This is an optimization exercise on Yosys and OpenROAD, whose aim is small area, a short achievable clock period and few clock cycles, not a production implementation. Function was checked by simulation only, so behaviour that the tests miss may differ from the original. Power figures rest on the tool's default switching activity, not on a simulated workload.

[design/flow/design.v]
module cfw128 (
    input  wire        clk,
    input  wire        rst,       
    input  wire        req,
    input  wire        we,
    input  wire [31:0] addr,
    input  wire [63:0] wdata,
    output wire        ack,
    output wire        err,
    output reg  [63:0] rdata
);
    localparam [4:0] KMAX = 5'd4;    
    localparam [4:0] LMAX = 5'd4;    
    localparam [7:0] OP_NOP = 8'h00, OP_ADD = 8'h01, OP_MUL = 8'h02,
                     OP_RTZ = 8'h03, OP_STEP = 8'h04, OP_VERIFY = 8'h05;
    localparam [3:0] ERR_NONE = 4'd0, ERR_ILLEGAL = 4'd1, ERR_OPERAND = 4'd2,
                     ERR_NOTABLE = 4'd3;
    localparam [2:0] RK_NONE = 3'd0, RK_COMPLETE = 3'd1, RK_OVERFLOW = 3'd2,
                     RK_WRAP = 3'd3, RK_EMPTY = 3'd4;
    localparam [1:0] PH_IDLE = 2'd0, PH_OUTER = 2'd1, PH_INNER = 2'd2, PH_SKIP = 2'd3;
    reg [63:0]  opnd;
    reg [127:0] acc;
    reg [7:0]   tzcnt;
    reg [4:0]   kcfg;
    reg [4:0]   skcfg;
    reg         st_valid, sk_valid;
    reg [63:0]  start_r, end_r;
    reg [63:0]  result;
    reg [63:0]  cursor;
    reg [63:0]  prev;
    reg         ovf;
    reg [3:0]   errc;
    reg [2:0]   rkind;
    reg [1:0]   phase;
    reg [63:0]  st_mem [0:15];   
    reg [7:0]   sk_mem [0:15];
    wire busy = (phase != PH_IDLE);
    function [7:0] ctz128(input [127:0] v);
        reg [127:0] low;
        integer i;
        begin
            low = v & (~v + 128'd1);      
            ctz128 = 8'd0;
            for (i = 0; i < 128; i = i + 1)
                if (low[i]) ctz128 = ctz128 | i[7:0];
            if (v == 128'd0) ctz128 = 8'd128;
        end
    endfunction
    function [3:0] mod9(input [63:0] n);
        reg [9:0] s1;
        reg [6:0] s2;
        reg [6:0] s3;
        reg [6:0] r;
        integer i;
        begin
            s1 = 10'd0;
            for (i = 0; i < 10; i = i + 1)
                s1 = s1 + {4'd0, n[6*i +: 6]};
            s1 = s1 + {6'd0, n[63:60]};
            s2 = {1'b0, s1[5:0]} + {3'd0, s1[9:6]};
            s3 = {1'b0, s2[5:0]} + {6'd0, s2[6]};
            r = s3 % 7'd9;
            mod9 = r[3:0];
        end
    endfunction
    assign ack = req & ~rst;
    wire misaligned = (addr[2:0] != 3'd0);
    assign err = ack & misaligned;
    wire acc_ok  = ack & ~misaligned;
    wire wr      = acc_ok & we & ~busy;    
    wire in_reg  = (addr[31:12] == 20'd0);
    wire [8:0] reg_idx = addr[11:3];
    wire in_st   = (addr[31:23] == 9'b0000_0001_0) && (addr[22:7] == 16'd0);
    wire in_sk   = addr[31] && (addr[30:7] == 24'd0);
    wire [3:0] tab_idx = addr[6:3];
    wire wr_cmd  = wr && in_reg && (reg_idx == 9'h00);
    wire [3:0]  st_mask = (kcfg <= 5'd1) ? 4'b0001 : ((4'd1 << kcfg[2:0]) - 4'd1);
    wire [3:0]  st_idx  = acc[3:0] & st_mask;
    wire [63:0] st_ent  = st_mem[st_idx];
    wire [31:0] st_mult = st_ent[31:0];
    wire [31:0] st_off  = st_ent[63:32];
    wire [127:0] fs_shifted = acc >> kcfg;
    wire [7:0]  opc     = wdata[7:0];
    wire        cmd_mul = (opc == OP_MUL);
    wire        cmd_rtz = (opc == OP_RTZ);
    wire        use_mul_cmd = wr_cmd && cmd_mul;
    wire [127:0] mul_a = use_mul_cmd ? acc : fs_shifted;
    wire [31:0]  mul_b = use_mul_cmd ? opnd[31:0] : st_mult;
    wire [159:0] prod  = mul_a * mul_b;
    wire         prod_ovf = (prod[159:128] != 32'd0);
    wire [128:0] fs_sum = {1'b0, prod[127:0]} + {97'd0, st_off};
    wire         fs_ovf = prod_ovf | fs_sum[128];
    wire [127:0] rtz_in  = (wr_cmd && cmd_rtz) ? acc : fs_sum[127:0];
    wire [7:0]   rtz_cnt = ctz128(rtz_in);
    wire [127:0] rtz_val = (rtz_in == 128'd0) ? 128'd0 : (rtz_in >> rtz_cnt[6:0]);
    wire [128:0] add_sum = {1'b0, acc} + {65'd0, opnd};
    wire         acc_below = (acc < {64'd0, cursor});
    wire [7:0]   sk_e      = sk_mem[(cursor[5:2]) & ((4'd1 << skcfg[2:0]) - 4'd1)];
    wire [63:0]  skip_next = cursor + {56'd0, sk_e};
    wire [3:0]   skip_r9   = mod9(skip_next);
    wire         skip_forbidden = (skip_r9 == 4'd2) || (skip_r9 == 4'd4) ||
                                  (skip_r9 == 4'd5) || (skip_r9 == 4'd8);
    always @(*) begin
        rdata = 64'd0;
        if (acc_ok && !we) begin
            if (in_reg) begin
                case (reg_idx)
                    9'h01: rdata = {53'd0, rkind, errc, 2'b00, ovf, busy};
                    9'h02: rdata = opnd;
                    9'h03: rdata = acc[63:0];
                    9'h04: rdata = acc[127:64];
                    9'h05: rdata = {56'd0, tzcnt};
                    9'h06: rdata = {59'd0, kcfg};
                    9'h07: rdata = {59'd0, skcfg};
                    9'h08: rdata = {62'd0, sk_valid, st_valid};
                    9'h09: rdata = start_r;
                    9'h0a: rdata = end_r;
                    9'h0b: rdata = result;
                    9'h0c: rdata = cursor;
                    default: rdata = 64'd0;
                endcase
            end else if (in_st) begin
                rdata = st_mem[tab_idx];
            end else if (in_sk) begin
                rdata = {56'd0, sk_mem[tab_idx]};
            end
        end
    end
    always @(posedge clk) begin
        if (!rst && wr && in_st)
            st_mem[tab_idx] <= wdata;
        if (!rst && wr && in_sk)
            sk_mem[tab_idx] <= wdata[7:0];
    end
    always @(posedge clk) begin
        if (rst) begin
            opnd     <= 64'd0;
            acc      <= 128'd0;
            tzcnt    <= 8'd0;
            kcfg     <= 5'd0;
            skcfg    <= 5'd0;
            st_valid <= 1'b0;
            sk_valid <= 1'b0;
            start_r  <= 64'd0;
            end_r    <= 64'd0;
            result   <= 64'd0;
            cursor   <= 64'd0;
            prev     <= 64'd0;
            ovf      <= 1'b0;
            errc     <= ERR_NONE;
            rkind    <= RK_NONE;
            phase    <= PH_IDLE;
        end else if (busy) begin
            case (phase)
                PH_OUTER: begin
                    if (cursor > end_r) begin
                        result <= end_r;
                        rkind  <= RK_COMPLETE;
                        phase  <= PH_IDLE;
                    end else begin
                        acc   <= {64'd0, cursor};
                        phase <= PH_INNER;
                    end
                end
                PH_INNER: begin
                    if (acc_below) begin
                        prev  <= cursor;
                        phase <= PH_SKIP;
                    end else if (fs_ovf) begin
                        result <= cursor - 64'd1;
                        rkind  <= RK_OVERFLOW;
                        ovf    <= 1'b1;
                        phase  <= PH_IDLE;
                    end else begin
                        acc   <= rtz_val;
                        tzcnt <= rtz_cnt;
                    end
                end
                PH_SKIP: begin
                    if (skip_next < prev) begin
                        result <= prev;
                        rkind  <= RK_WRAP;
                        phase  <= PH_IDLE;
                    end else begin
                        cursor <= skip_next;
                        if (!skip_forbidden)
                            phase <= PH_OUTER;
                    end
                end
                default: phase <= PH_IDLE;
            endcase
        end else if (wr && in_reg) begin
            case (reg_idx)
                9'h00: begin  
                    if (wdata[63:8] != 56'd0) begin
                        errc <= ERR_ILLEGAL;
                        ovf  <= 1'b0;
                    end else begin
                        case (opc)
                            OP_NOP: begin
                                errc <= ERR_NONE;
                                ovf  <= 1'b0;
                            end
                            OP_ADD: begin
                                errc <= ERR_NONE;
                                ovf  <= add_sum[128];
                                if (!add_sum[128])
                                    acc <= add_sum[127:0];
                            end
                            OP_MUL: begin
                                if (opnd[63:32] != 32'd0) begin
                                    errc <= ERR_OPERAND;
                                    ovf  <= 1'b0;
                                end else begin
                                    errc <= ERR_NONE;
                                    ovf  <= prod_ovf;
                                    if (!prod_ovf)
                                        acc <= prod[127:0];
                                end
                            end
                            OP_RTZ: begin
                                errc  <= ERR_NONE;
                                ovf   <= 1'b0;
                                acc   <= rtz_val;
                                tzcnt <= rtz_cnt;
                            end
                            OP_STEP: begin
                                if (!st_valid) begin
                                    errc <= ERR_NOTABLE;
                                    ovf  <= 1'b0;
                                end else begin
                                    errc <= ERR_NONE;
                                    ovf  <= fs_ovf;
                                    if (!fs_ovf) begin
                                        acc   <= rtz_val;
                                        tzcnt <= rtz_cnt;
                                    end
                                end
                            end
                            OP_VERIFY: begin
                                errc <= ERR_NONE;
                                ovf  <= 1'b0;
                                if (!st_valid || !sk_valid) begin
                                    result <= 64'd0;
                                    rkind  <= RK_EMPTY;
                                end else begin
                                    cursor <= start_r | 64'd3;
                                    rkind  <= RK_NONE;
                                    phase  <= PH_OUTER;
                                end
                            end
                            default: begin
                                errc <= ERR_ILLEGAL;
                                ovf  <= 1'b0;
                            end
                        endcase
                    end
                end
                9'h02: opnd    <= wdata;
                9'h03: acc[63:0]   <= wdata;
                9'h04: acc[127:64] <= wdata;
                9'h06: kcfg  <= (wdata > {59'd0, KMAX}) ? KMAX : wdata[4:0];
                9'h07: skcfg <= (wdata > {59'd0, LMAX}) ? LMAX : wdata[4:0];
                9'h08: begin
                    st_valid <= wdata[0];
                    sk_valid <= wdata[1];
                end
                9'h09: start_r <= wdata;
                9'h0a: end_r   <= wdata;
                default: ;
            endcase
        end
    end
endmodule
[design/flow/run.sh]
#!/bin/bash
# synth_recipe.tcl (not shown) runs the flow's synth.tcl, then flattens the netlist and writes it again
# the make line also repeats each setting of config.mk as NAME=value (left out here)
make -C /OpenROAD-flow-scripts/flow DESIGN_CONFIG=/design/flow/config.mk WORK_HOME=/design/flow/orfs CLKGATE_MAP_FILE= SYNTH_SCRIPT=/design/flow/synth_recipe.tcl finish
[design/flow/config.mk]
export PLATFORM = sky130hd
export DESIGN_NAME = cfw128
export DESIGN_NICKNAME = cfw128
export VERILOG_FILES = /design/flow/design.v
export SDC_FILE = /design/flow/constraint.sdc
export NUM_CORES = 8
export LEC_CHECK = 0
export CAP_MARGIN = 30
export CORE_MARGIN = 2
export CORE_UTILIZATION = 40
export SLEW_MARGIN = 20
[design/flow/constraint.sdc]
create_clock -name core_clock -period 28.0 [get_ports {clk}]
set_input_delay 5.6000 -clock core_clock [delete_from_list [all_inputs] [get_ports {clk}]]
set_output_delay 5.6000 -clock core_clock [all_outputs]
set_load 0.01 [all_outputs]
==> run summary <==
outcome=finished clean; Hold Crit Class=flip-flop to flip-flop; gr usage total=45.7%; RSZ-0062 raised after global routing=no; Placement Rows=290; chip height=795 um; Cell Area, Synth=0.250 mm2; post-route ant nets=0; most frequent CP cell=buf_4; CTS Sinks=1692; die area=0.631 mm2; core area=0.623 mm2; final hold vios=0; Initial Utilization=40.1%; Placed Cells=36536; hold_buf cts=0; post-layout min period=26.97 ns; Post-CTS Setup Inserts=0; average cell area after synthesis=9.11 um2; Post-synth ARST share=0%; gr ovfl total=0; fin util=45.9%; Rel. slew slack=6.15%; pwr dens=19.2 mW/mm2; FF+latch count, synth=1692; part of the cycle the worst path needs=96.3%; Layout area overhead=14.4%; Slew @ Worst Pin=1.41 ns; Final Skew=0.121 ns; DR DRC count=0; crit end category=flip-flop; slowest stage cell, crit path=nor3_4; first-pass GRT wire length=2000000 um; Netlist cell types=135; DRT Wirelength=1460000 um; crit path DAT=27.70 ns; Root Driver=clkbuf_16; max incr delay on CP=1.05 ns; Top FF cell, synth=edfxtp_1; # setup viols final=0; die width=795 um; Initial DRC Count=30956; routed length per instance=39.5 um; Worst EP required=28.73 ns; crit-path leading delay family=simple AND/OR/NAND/NOR gates; sequential fraction of the synthesis area=18.2%; max reg flops=1024; top flop regs=st_mem x1024, acc x128, sk_mem x128; Synth Instances=27443; final slew viol count=0; CTS tree=built; # IOs=166; layout cells sized above 1=16.4%; # port buffers=165; Worst Path Max Fanout=39; Post-synth EDFFs=1152; Synth Warn #=1; dpl ws=0.945 ns; Pwr Total=5.48 mW; clock-pin slew on the worst setup and hold paths=0.06 ns; clock tree buffer depth=4; buffers and inverters on the worst path=18; VDD IR-drop max=0.0581 mV; number of buffers created by CTS=180; max cap viols=0; H-tree depth=4; gpl congestion=1.15; HPWL after DPL=1180000 um; clock latency (worst-skew pair)=0.94 ns; Via Count=235997; Syn Nets=32059; Startpoint Class=input pin; vias in the first global route=235119; Most flops, register=st_mem; critical path class=input pin to flip-flop; Layout Cells excl Fill=37117; Post-layout nets=33050; Filler cells=60539; Vias/cell=6.36; post_cts resized=0; final worst-path setup slack=1.03 ns; P_leak=112 nW; pin count of the biggest net entering global routing=141; fmax=0.0371 GHz; initial antenna violation count=242; DRT Pass-1 Iters=11
==> metal layers <==
layer	vias up	wire, um	global-route usage [%]
met5	-	1250	0.325
met4	90	135000	34.1
met3	3708	163000	14.1
met2	15779	622000	66.9
met1	122650	543000	56.8
li1	93770	-	-
==> final cells by class <==
cell class / count / area, um2 / share of cell area [%]
inverter: 3611 / 13600 / 4.74
multi-input combinational: 20075 / 186000 / 65.0
antenna: 230 / 576 / 0.201
clock inverter: 96 / 1080 / 0.378
timing repair buffer: 2874 / 24400 / 8.52
sequential: 1692 / 45400 / 15.9
clock buffer: 217 / 4800 / 1.68
tap: 8322 / 10400 / 3.64
==> kinds of logic (layout without fill, tap and decap cells) <==
logic type	Yosys count	count (layout)	synth area share (%)
flops	1692	1692	18.2
xor+xnor	402	402	1.42
simple gates	9148	9148	16.2
fa+ha+maj	4516	4516	34.1
compound gates	4688	4688	12.0
other cells	0	230	0
mux	1321	1321	9.39
buf+inv	5676	6798	8.66
==> worst reg2reg max path, delay by kind of cell, from the launching register on <==
family                     cells  cell delay [ns]
adders and majority gates      9             4.86
and+or+nand+nor               19             7.19
DFF                            1             0.41
muxes                          1             0.51
buffers and inverters         15             3.63
AOI/OAI and AO/OA             15             6.05
xor gates and xnor gates       1             0.83
==> Yosys cell counts (60+ instances only) <==
cell type	number	share of area, %
ha_1	686	3.4
a21oi_1	1392	2.8
buf_2	136	0.27
or3_1	245	0.61
a221oi_1	159	0.56
a22o_1	70	0.25
edfxtp_1	1152	14
clkbuf_1	1733	2.6
o22ai_1	115	0.29
fa_1	3830	31
xor2_1	101	0.35
a222oi_1	60	0.24
a211oi_1	179	0.54
o21ai_1	151	0.30
o211ai_1	128	0.38
mux4_2	801	7.2
and3_1	113	0.28
o31ai_1	74	0.22
o21a_1	124	0.37
nand2b_1	294	0.74
and2_1	215	0.54
inv_1	3590	5.4
a21o_1	214	0.64
nor3_1	360	0.72
o221ai_1	74	0.26
nor4_1	164	0.41
and4_1	62	0.22
mux2_2	165	0.74
mux2i_1	354	1.4
o21ai_0	921	1.8
nor2b_1	102	0.26
nor2_1	4420	6.6
nand3_1	320	0.64
nand2_1	2235	3.4
xnor2_1	297	1.0
buf_1	155	0.23
nand4_1	246	0.62
a22oi_1	207	0.62
dfxtp_1	540	4.3
a31oi_1	250	0.63
or2_2	147	0.37
==> cells in the final DEF (no fill, tap or decap), types with 175 or more instances in the layout <==
| cell type | synthesis | layout |
|---|---|---|
| nor2_1 | 4420 | 4372 |
| fa_1 | 3830 | 3830 |
| inv_1 | 3590 | 3587 |
| buf_4 | 35 | 2502 |
| nand2_1 | 2235 | 2218 |
| a21oi_1 | 1392 | 1352 |
| edfxtp_1 | 1152 | 1152 |
| o21ai_0 | 921 | 883 |
| mux4_2 | 801 | 801 |
| ha_1 | 686 | 683 |
| dfxtp_1 | 540 | 524 |
| nor3_1 | 360 | 338 |
| mux2i_1 | 354 | 330 |
| nand3_1 | 320 | 317 |
| nand2b_1 | 294 | 294 |
| xnor2_1 | 297 | 287 |
| nand4_1 | 246 | 246 |
| or3_1 | 245 | 244 |
| diode_2 | 0 | 230 |
| a31oi_1 | 250 | 216 |
| a21o_1 | 214 | 214 |
| a22oi_1 | 207 | 207 |
| and2_1 | 215 | 193 |
| clkbuf_16 | 0 | 183 |
| a211oi_1 | 179 | 175 |
==> power by group <==
group          total [mW]  leakage [nW]  internal (mW)   switching [mW]
Combinational       0.284          94.0         0.0800            0.204
Clock                2.53          2.89           1.40             1.13
Sequential           2.66          14.7           2.66  0.0000000000942
==> through the flow <==
step           hold WS [ns]  instance area (um2)  TNS [ns]
3_5_place_dp          0.446               279000         0
5_1_grt               0.471               286000         0
4_1_cts               0.455               285000         0
6_report              0.455               286000         0
2_1_floorplan         0.432               250000         0
3_3_place_gp          0.438               278000    -23.97
==> worst paths after layout <==
path                                  from    endpoint  slack [ns]  depth (start not counted)
worst max-delay path              addr[10]     acc[38]        1.03                         59
worst min-delay path            result[53]  result[53]        0.45                          2
worst max register to register     kcfg[4]     acc[38]        4.40                         60
worst min register to register  result[53]  result[53]        0.45                          2
Testbench counts, summed over its fixed seeds: cycles 147,999.

[afterwards: timing with drivers on the ports]
In the flow no input, the clock included, has a driving cell. The finished layout below was timed again as built, in two steps. Step 1: set_driving_cell puts a clkbuf_16 on clk and a buf_2 on each other input, an assumption about the parent block. Step 2 also shifts input and output timing later by t, the mid clock arrival at the registers, as if the neighbouring blocks saw the same clock. Three values: ideal ports, drivers, drivers and shift; two values: the first two.
t (ns): 0.967
slack for setup (ns): 1.027 / 1.091 / 0.124
worst hold slack (ns): 0.455 / 0.455 / 0.455
worst setup path at the end: input to register
worst register clock-pin slew, ns: 0.09 / 0.09
After both steps this run still meets setup and hold. The setup slack of this run moves by +0.064 ns with the drivers and by -0.903 ns with both steps.
